Context: an optimization exercise on an open-source flow, tuned for small area and a short achievable clock period. The choices shown serve that exercise and are no tape-out recipe.
The RTL was checked by simulation tests, not by an equivalence proof against the original design.
Power figures rest on the tool's default switching activity, not on a simulated workload.

<file path="flow/constraint.sdc">
create_clock -name core_clock -period 5.0 [get_ports {clk}]
set_input_delay 1.0000 -clock core_clock [delete_from_list [all_inputs] [get_ports {clk}]]
set_output_delay 1.0000 -clock core_clock [all_outputs]
set_load 0.01 [all_outputs]
</file>
<file path="flow/design.v">
module szservo_core (
    input  wire           clk,
    input  wire           rst,           
    input  wire           start,         
    input  wire           init,          
    input  wire           busy,          
    input  wire [767:0]   data,          
    output wire           ready,
    output wire           initialized,
    output wire           sclk,
    output wire           cs_n,
    output wire           sdo
);
    localparam integer C  = 32;
    localparam integer W  = 24;
    localparam integer L  = C * W;
    localparam integer RL = 16;          
    localparam integer NR = L / RL;      
    reg s_idle, s_setup, s_hold, s_delay, s_blo, s_bhi;
    reg csn_r;
    reg nld;                 
    reg [1:0] div_cnt;
    reg [4:0] bit_cnt;
    reg       init_latched;
    reg       initialized_r;
    reg       nrdy;          
    reg       ninit;         
    reg       sdo_r;
    reg       sh;            
    wire tick         = (div_cnt == 2'd0);
    wire word_zero;
    wire init_pending = (init | init_latched) & ~initialized_r;
    wire req          = start | init_pending;
    wire bit_zero     = (bit_cnt == 5'd0);
    wire div_load = (s_idle & req) | s_setup | s_hold | (s_bhi & busy & ~word_zero);
    wire go_setup = (s_idle & req) | s_hold | (s_bhi & busy & ~word_zero);
    wire go_hold  = s_setup & ~bit_zero;
    wire go_delay = s_setup & bit_zero;
    wire go_blo   = s_delay | (s_blo & busy);
    wire go_bhi   = (s_blo & ~busy) | (s_bhi & ~busy);
    wire go_idle  = (s_idle & ~req) | (s_bhi & busy & word_zero);
    wire n_idle   = tick ? go_idle  : s_idle;
    wire n_setup  = tick ? go_setup : s_setup;
    wire n_hold   = tick ? go_hold  : s_hold;
    wire n_delay  = tick ? go_delay : s_delay;
    wire n_initl  = init_latched | init;
    wire n_inited = initialized_r | (tick & s_bhi & busy & word_zero & init_pending);
    wire n_sh     = (div_cnt == 2'd1) & (s_hold | s_delay);
    reg  [L-1:0] rg;
    wire [L-1:0] rot;
    wire [NR-1:0] tap;
    genvar gr, gi;
    generate
        for (gr = 0; gr < NR; gr = gr + 1) begin : g_ring
            for (gi = 0; gi < RL; gi = gi + 1) begin : g_bit
                assign rot[gr*RL + gi] = rg[gr*RL + ((gi + RL - 1) % RL)];
            end
            assign tap[gr] = rg[gr*RL + RL - 1];
        end
    endgenerate
    always @(posedge clk) begin
        rg <= ~((data | {L{nld}}) & (rot | {L{s_idle}}));
    end
    reg  [9:0]    f;         
    reg           fnone;     
    reg  [3:0]    fq;        
    reg           nb1, v1;   
    reg           nb2, v2;   
    assign word_zero = fnone;
    wire fv   = ~fnone & (tap[f[9:4]] ^ f[0]);
    wire hit  = fnone | (fq == 4'd0);
    wire a_v  = sh ? v2 : v1;
    wire a_d  = sh ? nb2 : nb1;
    wire b_v  = sh ? 1'b0 : v2;
    wire take = hit & ~(a_v & b_v);
    always @(posedge clk) begin
        if (s_idle) begin
            nb1   <= init_pending ? data[W-2] : data[L-2];
            nb2   <= init_pending ? data[W-3] : data[L-3];
            v1    <= 1'b1;
            v2    <= 1'b1;
            f     <= init_pending ? W - 4 : L - 4;
            fq    <= init_pending ? 4'd5 : 4'd13;    
            fnone <= 1'b0;
        end else begin
            nb1 <= (take & ~a_v) ? fv : a_d;
            v1  <= a_v | take;
            if (take & a_v)
                nb2 <= fv;
            v2  <= b_v | (take & a_v);
            if (!take)
                fq <= fq + 1'b1;
            if (take) begin
                f <= f - 1'b1;
                if (f == 10'd0)
                    fnone <= 1'b1;
            end
        end
    end
    always @(posedge clk) begin
        if (rst) begin
            s_idle        <= 1'b1;
            s_setup       <= 1'b0;
            s_hold        <= 1'b0;
            s_delay       <= 1'b0;
            s_blo         <= 1'b0;
            s_bhi         <= 1'b0;
            csn_r         <= 1'b1;
            nld           <= 1'b0;
            div_cnt       <= 2'd0;
            init_latched  <= 1'b0;
            initialized_r <= 1'b0;
            nrdy          <= 1'b0;
            ninit         <= 1'b1;
            sdo_r         <= 1'b0;
            sh            <= 1'b0;
        end else begin
            if (!tick)
                div_cnt <= div_cnt - 1'b1;
            else if (div_load)
                div_cnt <= 2'd3;
            init_latched  <= n_initl;
            initialized_r <= n_inited;
            s_idle  <= n_idle;
            nld     <= ~n_idle;
            s_setup <= n_setup;
            s_hold  <= n_hold;
            s_delay <= n_delay;
            csn_r   <= ~(n_setup | n_hold | n_delay);
            nrdy    <= ~n_idle | (n_initl & ~n_inited);
            ninit   <= ~n_inited;
            sh      <= n_sh;
            if (tick) begin
                s_blo <= go_blo;
                s_bhi <= go_bhi;
            end
            if (s_idle) begin
                if (tick)
                    sdo_r <= init_pending ? data[W-1] : (start & data[L-1]);
            end else if (sh)
                sdo_r <= nb1;
        end
    end
    always @(posedge clk) begin
        if (tick) begin
            if (s_idle | (s_bhi & busy))
                bit_cnt <= W - 1;
            else if (s_hold)
                bit_cnt <= bit_cnt - 1'b1;
        end
    end
    assign sclk        = s_setup;
    assign cs_n        = csn_r;
    assign sdo         = sdo_r;
    assign ready       = ~(start | nrdy | (init & ninit));
    assign initialized = initialized_r;
endmodule
</file>
<file path="flow/flow/run.sh">
#!/bin/bash
# Layout flow: the standard ORFS flow (standard.sh), with
# - the port buffers made from the smallest buffer cell instead of the
#   resizer's default choice (every input and output port still gets one);
# - clock tree synthesis without dummy balancing loads.
set -euo pipefail
export BUFFER_PORTS_ARGS="-buffer_cell sky130_fd_sc_hd__buf_1"
export CTS_ARGS="-sink_clustering_enable -repair_clock_nets -sink_clustering_size 30 -sink_clustering_max_diameter 100 -buf_list {sky130_fd_sc_hd__clkbuf_8 sky130_fd_sc_hd__clkbuf_16} -sink_clustering_buffer sky130_fd_sc_hd__clkbuf_16 -dont_use_dummy_load"
bash standard.sh > standard_flow.log 2>&1
</file>
<file path="flow/standard.sh">
#!/bin/bash
# synth_recipe.tcl (not shown) runs the flow's synth.tcl, then flattens the netlist and writes it again
# the make line also repeats each setting of config.mk as NAME=value (left out here)
make -C /OpenROAD-flow-scripts/flow DESIGN_CONFIG=/design/flow/config.mk WORK_HOME=/design/flow/orfs CLKGATE_MAP_FILE= SYNTH_SCRIPT=/design/flow/synth_recipe.tcl "${@:-finish}"
</file>
<file path="flow/config.mk">
export PLATFORM = sky130hd
export DESIGN_NAME = szservo_core
export DESIGN_NICKNAME = szservo_core
export VERILOG_FILES = /design/flow/design.v
export SDC_FILE = /design/flow/constraint.sdc
export NUM_CORES = 4
export LEC_CHECK = 0
export CAP_MARGIN = 20
export CORE_MARGIN = 2
export CORE_UTILIZATION = 40
export CTS_BUF_LIST = sky130_fd_sc_hd__clkbuf_16
export CTS_CLUSTER_DIAMETER = 100
export CTS_CLUSTER_SIZE = 30
export SETUP_SLACK_MARGIN = 2.65
export SLEW_MARGIN = 20
</file>
==> results.json <==
{
  "cp-end-kind": "output pin",
  "fin_crit_ns": 2.419,
  "hold_end": "rg[168]",
  "peakVddDrop_mv": 0.3997,
  "drv_slew": 0,
  "finalNetCount": 3380,
  "grtUsageTotal_pct": 23.40,
  "cts.path.max_buffers": 3,
  "worstPathRequired_ns": 4.00,
  "worstPathMaxFanout": 2,
  "p_per_area_nw_per_um2": 571.6,
  "hp-start": "rg[167]",
  "synth_flop_cell": "dfxtp_1",
  "start_util_pct": 40.36,
  "root_buffer": "clkbuf_16",
  "yosys-top-cells-area": "dfxtp_1 68%, o22ai_1 21%, clkbuf_1 2.8%",
  "async_reset_ff_share_pct": 0,
  "ant_nets": 0,
  "cts.htree.levels": 2,
  "avgSynthCellArea_um2": 11.96,
  "cts_tree": "done",
  "grt_start_max_net_pins": 249,
  "timing.rr.start": "f[4]",
  "cp_cell_sequence": "buf_8 > a211oi_2 > buf_2",
  "finalCritPeriodShare_pct": 48.38,
  "ff2ff_setup_slack_ns": 2.67,
  "final_util_pct": 48.22,
  "fmax_ghz": 0.4134,
  "grt_antenna_before_repair": 23,
  "netlist_area_um2": 23200,
  "place.gp.congestion": 0.9139,
  "drv_cap": 0,
  "drtIter0Drc": 1171,
  "hold_buffers": 0,
  "ys_types": 45,
  "hold_violations": 0,
  "critPathLaunch": "init",
  "status": "complete, no violations",
  "r2r_cells": 7,
  "synth_seq_cells": 808,
  "cts_buffers": 36,
  "numPortBuffers": 777,
  "synth_top_area_cell": "dfxtp_1",
  "wl_um": 74860,
  "synth_cells": 1940,
  "drive_gt1_share_pct": 3.581,
  "r2r-end": "nb2",
  "cp_slowest_cell": "a211oi_2",
  "remaining_drc_errors": 0,
  "grt_overflow": 0,
  "cpPeakStageDelay_ns": 0.16,
  "placed_cells": 3313,
  "synth_top_cell_area_share_pct": 67.92,
  "worst_setup_path_start_kind": "input pin",
  "ios": 778,
  "drtPass1Iterations": 5,
  "relSlewSlack_pct": 21.36,
  "fill_cells": 5453,
  "instances_no_fill": 3381,
  "clk_latency_ns": 0.58,
  "setup_tns_ns": 0,
  "syn_nets": 2721,
  "path_buf_inv": 2,
  "wl_per_cell_um": 22.14,
  "yosys_warnings": 1,
  "ys_seq_area_share_pct": 70.64,
  "fp-row-count": 88,
  "holdPathStages": 1,
  "vias_per_cell": 5.338,
  "dp_hpwl_um": 53500,
  "areaGrowthSynthToFinish_pct": 19.49,
  "hp-class": "register to register",
  "cp_top_family": "buffers and inverters",
  "p_leak_nw": 9.840,
  "grt_pass1_vias": 17630,
  "die_area_um2": 59930,
  "cts_sinks": 808,
  "crit_type": "input pin to output pin",
  "setup_viol": 0,
  "skew_ns": 0.07883,
  "arrival_ns": 1.42,
  "worstMarginPinSlew_ns": 1.180,
  "clkTransAtPathRegs_ns": 0.11,
  "synth-edff-count": 21,
  "rsz0062_at_grt": "true",
  "die_h_um": 244.8,
  "power_mw": 15.84,
  "coreArea_um2": 57480,
  "holdWs_ns": 0.3615,
  "fp.dieW_um": 244.8,
  "grt_pass1_wl_um": 106500,
  "vias": 18050
}
==> through the flow <==
| step | setup WS [ns] | cell area (um^2) |
|---|---|---|
| global route | 2.556 | 27700 |
| global placement | 2.402 | 26560 |
| floorplan | 2.674 | 23200 |
| CTS | 2.544 | 27620 |
| finish | 2.581 | 27720 |
| detailed placement | 2.259 | 26560 |
==> worst max path at each step <==
stage	cells after the start	slack, ns	end
after detailed placement	6	2.26	nb2
after global routing	3	2.56	ready
after global placement	6	2.40	nb2
final	3	2.58	ready
after floorplan	1	2.67	ready
after CTS	3	2.54	ready
==> power by group <==
| part | internal, mW | leakage (nW) | switching, mW |
|---|---|---|---|
| clock | 1.30 | 0.444 | 1.94 |
| sequential | 8.46 | 6.83 | 0.911 |
| combinational | 1.45 | 2.56 | 1.78 |
| total | 11.2 | 9.84 | 4.63 |
==> sequential cells by signal (all words and copies together), names as in the netlist, 2 cells and up <==
register,cells
rg,768
f,10
bit_cnt,5
fq,4
div_cnt,2
==> layer usage <==
| metal | share of wire [%] | vias up | wire length (um) | GRT usage, % |
|---|---|---|---|---|
| met3 | 6.9 | 115 | 5139 | 5.959 |
| li1 | - | 8692 | - | - |
| met1 | 41 | 8687 | 30750 | 29.20 |
| met5 | 0.13 | - | 99 | 0 |
| met4 | 2.3 | 18 | 1747 | 7.461 |
| met2 | 50 | 535 | 37120 | 39.58 |
==> cells by family (layout without fill, tap and decap cells) <==
logic type,Yosys count,count (layout),synth area share [%]
compound gates,814,814,21.95
xor+xnor,11,11,0.4153
fa+ha+maj,8,8,0.4315
buf+inv,199,856,3.317
flops,808,808,70.64
mux,18,18,1.510
other cells,0,19,0
simple gates,82,82,1.737
==> layout make-up <==
type / instances / area (um^2) / share of cell area, %
antenna: 19 / 47.55 / 0.1715
clock buffer: 36 / 900.9 / 3.250
inverter: 17 / 63.81 / 0.2302
multi-input combinational: 933 / 6073 / 21.91
sequential: 808 / 16390 / 59.15
tap: 765 / 957.2 / 3.453
timing repair buffer: 803 / 3281 / 11.84
==> placed cells by master (no fill, tap or decap), types with 2 or more instances in the layout <==
cell type    n
a211oi_1     3
a21oi_1     20
a31oi_1      3
and3_1       3
buf_1      774
buf_12      10
buf_4       14
buf_6        2
clkbuf_16   36
dfxtp_1    785
dfxtp_4      2
diode_2     19
edfxtp_1    21
ha_1         8
inv_1       17
mux2i_1      2
mux2i_2      3
mux4_1       2
mux4_2      10
nand2_1     20
nand2b_1     2
nand3_1      4
nand3b_1     4
nand4_1      3
nor2_1      24
nor3_1       7
nor3b_1      3
o21ai_0      9
o22ai_1    768
o31ai_2      2
or2_2        4
xnor2_1      7
xor2_1       4
==> cells in the mapped netlist, drive strengths merged, types with 5 or more instances <==
cell and count:
ha 8, clkbuf 175, a21oi 20, nor3b 5
dfxtp 787, buf 7, mux4 12, edfxtp 21
nand2 20, o21ai 9, inv 17, mux2i 5
nor2 24, o22ai 768, nor3 8, xnor2 7
==> worst reg2reg max path: stages, from the launching register on <==
cell      delay (ns)
edfxtp_1        0.44
buf_12          0.15
mux4_2          0.51
mux2i_2         0.20
nor3b_2         0.08
o31ai_2         0.29
mux2i_2         0.31
a32oi_1         0.08
==> repair_timing <==
action | CTS | global route
pin swaps | 3 | 5
gates resized for setup | 13 | 9
gates cloned | 1 | 0
setup endpoints to repair | 9 | 12
hold endpoints to repair | 0 | 0
setup buffers | 9 | 3

-- what the ideal ports hide --
In the flow no input, the clock included, has a driving cell. The finished layout below was timed again as built, in two steps. Step 1, drivers: a clkbuf_16 drives clk and a buf_2 each remaining input, both assumed. Step 2 times the ports against the registers' clock, not the clock port: input delays grow and output delays shrink by t, the midpoint of the rising clock arrivals with the driver on. Slacks: ideal ports / drivers / drivers and shift; pairs: ideal ports / drivers.
t, ns: 0.605
setup slack, ns: 2.581 / 2.538 / 2.519
pins driven straight from the clock port: 1
After both steps this run still meets setup and hold. For this run, drivers alone change the setup slack by -0.043 ns; drivers and shift together by -0.062 ns.
